This design comes from an exercise in tuning for small area, a short achievable clock period and few clock cycles on the open sky130 flow, not from production work.
Power is estimated from default activity; no workload was simulated.

## trial 79
// sw_link_core
module sw_link_core (
    input  wire         clk,
    input  wire         rst,             
    input  wire [7:0]   cfg_self_addr,   
    input  wire [7:0]   cfg_peer_addr,   
    input  wire [6:0]   prog_len,        
    output wire [5:0]   prog_addr,       
    input  wire [7:0]   prog_data,       
    output wire         call_valid,
    output wire [3:0]   call_op,
    output wire [3:0]   call_len,
    output wire [111:0] call_data,
    input  wire         call_ready,
    input  wire         resp_ok,
    input  wire [1:0]   resp_mode,
    input  wire [3:0]   resp_len,
    input  wire [111:0] resp_data,
    input  wire         irq_rx,          
    input  wire         host_req,        
    input  wire [23:0]  host_slots,
    output wire [5:0]   err,
    output wire [1:0]   rej_reason,
    output wire [1:0]   lsm_state,
    output wire [5:0]   ord_code,
    output wire         halted
);
clock: 5.0 ns
lec_check: 0
abc_area: 1
cap_margin: 20
core_margin: 2
core_utilization: 35
cts_cluster_diameter: 150
cts_cluster_size: 25
setup_slack_margin: 2.8
slew_margin: 20
standard.sh (not shown) runs the stock make flow with config.mk's settings and CLKGATE_MAP_FILE= SYNTH_SCRIPT=/design/flow/synth_recipe.tcl, a recipe that flattens the netlist after the stock synthesis.
==> flow/flow/run.sh <==
#!/bin/bash
# Standard layout, with the port buffers made of the smallest buffer cell.
set -euo pipefail
export BUFFER_PORTS_ARGS="-buffer_cell sky130_fd_sc_hd__buf_1"
bash standard.sh > standard_flow.log 2>&1
The following lists how build 71 was set up differently from trial 79:
diff --git a/flow/design.v b/flow/design.v
--- a/flow/design.v
+++ b/flow/design.v
@@ -178,63 +178,32 @@
     end
     wire [5:0]  pc_inc  = pc + 6'd1;
     wire [5:0]  pc_skip = pc + 6'd1 + {2'b00, w[3:0]};
     reg         j_v;
     reg  [5:0]  j_at, j_to;
     reg         p_seq;           
     reg         mg;              
-    reg         d_v;
-    reg  [5:0]  d_key, d_to;     
-    reg         d_val;           
-    reg         p_dec;           
-    reg         d_isv;           
     wire        w_jmp   = (w[7:6] == 2'b11);
     wire        w_skip  = (w[7:6] == 2'b10) & skip_no;
     wire [5:0]  pc_raw  = ~w_ctl ? pc_inc : w_jmp ? w[5:0] : w_skip ? pc_skip : pc_inc;
-    wire [5:0]  j_atm1  = j_at - 6'd1;
-    wire [5:0]  j_dist  = j_atm1 - pc;
-    wire        j_inc   = (pc == j_atm1);
-    wire        j_skp   = (j_dist[5:4] == 2'b00) & (j_dist[3:0] == w[3:0]);
-    wire        redir   = j_v & (~w_ctl ? j_inc :
+    wire        redir   = j_v & (~w_ctl ? (pc_inc == j_at) :
                                  w_jmp  ? (w[5:0] == j_at) :
-                                 w_skip ? j_skp : j_inc);
-    wire        d_hit   = d_v & (d_key == pc);
-    wire        d_ok    = d_val ? rx_vok_d : rx_ook_d;
-    wire [5:0]  pc_inc2 = pc + 6'd2;
-    wire        s_j     = redir;
-    wire        s_dh    = ~redir & ~w_ctl & d_hit;
-    wire        s_d2    = s_dh & d_ok;
-    wire        s_dt    = s_dh & ~d_ok;
-    wire        s_jmp   = ~redir & w_ctl & w_jmp;
-    wire        s_skp   = ~redir & w_ctl & w_skip;
-    wire        s_inc   = ~redir & ~(~w_ctl & d_hit) & ~(w_ctl & (w_jmp | w_skip));
-    wire [5:0]  pc_nxt  = ({6{s_j}}   & j_to)    | ({6{s_d2}}  & pc_inc2) |
-                          ({6{s_dt}}  & d_to)    | ({6{s_jmp}} & w[5:0])  |
-                          ({6{s_skp}} & pc_skip) | ({6{s_inc}} & pc_inc);
+                                 w_skip ? (pc_skip == j_at) : (pc_inc == j_at));
+    wire [5:0]  pc_nxt  = redir ? j_to : pc_raw;
     wire        w_static = (w[7:6] == 2'b11) | (w[7:1] == 7'd0);
     wire [5:0]  w_succ   = w[7] ? w[5:0] : pc_inc;
     wire        take     = adv & ~halt_r;
     always @(posedge clk) begin
         if (rst) begin
             j_v   <= 1'b0;
             mg    <= 1'b0;
             p_seq <= 1'b0;
-            d_v   <= 1'b0;
-            p_dec <= 1'b0;
         end else if (take) begin
             mg    <= redir;
             p_seq <= ~w_ctl & ~redir;
-            p_dec <= (w[7:1] == 7'b0001001) & ~redir & ~d_hit;
-            if (p_dec && w[7:4] == 4'hA) begin
-                d_v   <= 1'b1;
-                d_key <= pc - 6'd1;
-                d_to  <= pc_skip;
-                d_val <= d_isv;
-            end
-            d_isv <= (w == 8'h12);
             if (w_static && (mg || p_seq)) j_v <= 1'b1;
         end
     end
     always @(posedge clk) begin
         if (!halt_r && w_static && (mg || p_seq)) begin
             j_to <= w_succ;
             if (!mg) j_at <= pc;
### Flow results
Taking trial 79 as the reference, in build 71 clock skew now sits higher, power consumption -about 2.6%, fraction of standard cell area in multi-input logic shows a reduction of 0.73 points.
As far as final number of max-transition violations goes, build 71 and trial 79 are indistinguishable; the numbers are identical.
Portion of the layout cell area used by clock cells delta (build 71 -> trial 79): insignificant
Cell count of the worst reg-to-reg path (build 71 over trial 79): decrease, 1
For effective utilization at floorplan, trial 79 and build 71 come out practically identical.
Build 71 against trial 79: instance area after placement fell by about 5.3%, global-route usage over all layers stayed essentially flat.
Trial 79 has higher switching power share of the total than build 71.
Comparing build 71 and trial 79, sequential portion of the cell area is lower on trial 79.
Higher number of sequential cells in the layout among build 71 and trial 79: trial 79
No run of this note included a check of the RTL's function; only the layout flow was run.

==> what the ideal ports hide <==
No port has a modelled driver above. Below, the same layouts with a new extraction and two added sets of constraints. Step 1, drivers: a clkbuf_16 drives clk and a buf_2 each remaining input, both assumed. Step 2 adds t to the input delays and takes it off the output delays; t is the mean of the earliest and latest rising clock arrival at the registers after step 1. Input paths then give back, and output paths get back, about the clock's delay inside the block. Three values: ideal, step 1, step 2; two values: the first two.
| run | t (ns) | setup slack, ns | slew at the worst register clock pin (ns) | pins driven straight from the clock port |
|---|---|---|---|---|
| trial 79 | 0.631 | 2.122 / 2.122 / 1.797 | 0.11 / 0.11 | 1 |
| build 71 | 0.631 | 2.458 / 2.479 / 1.850 | 0.10 / 0.10 | 1 |
After both steps setup and hold are still met in every run listed. For build 71, which loses most, drivers alone change the setup slack by +0.021 ns; drivers and shift together by -0.608 ns.
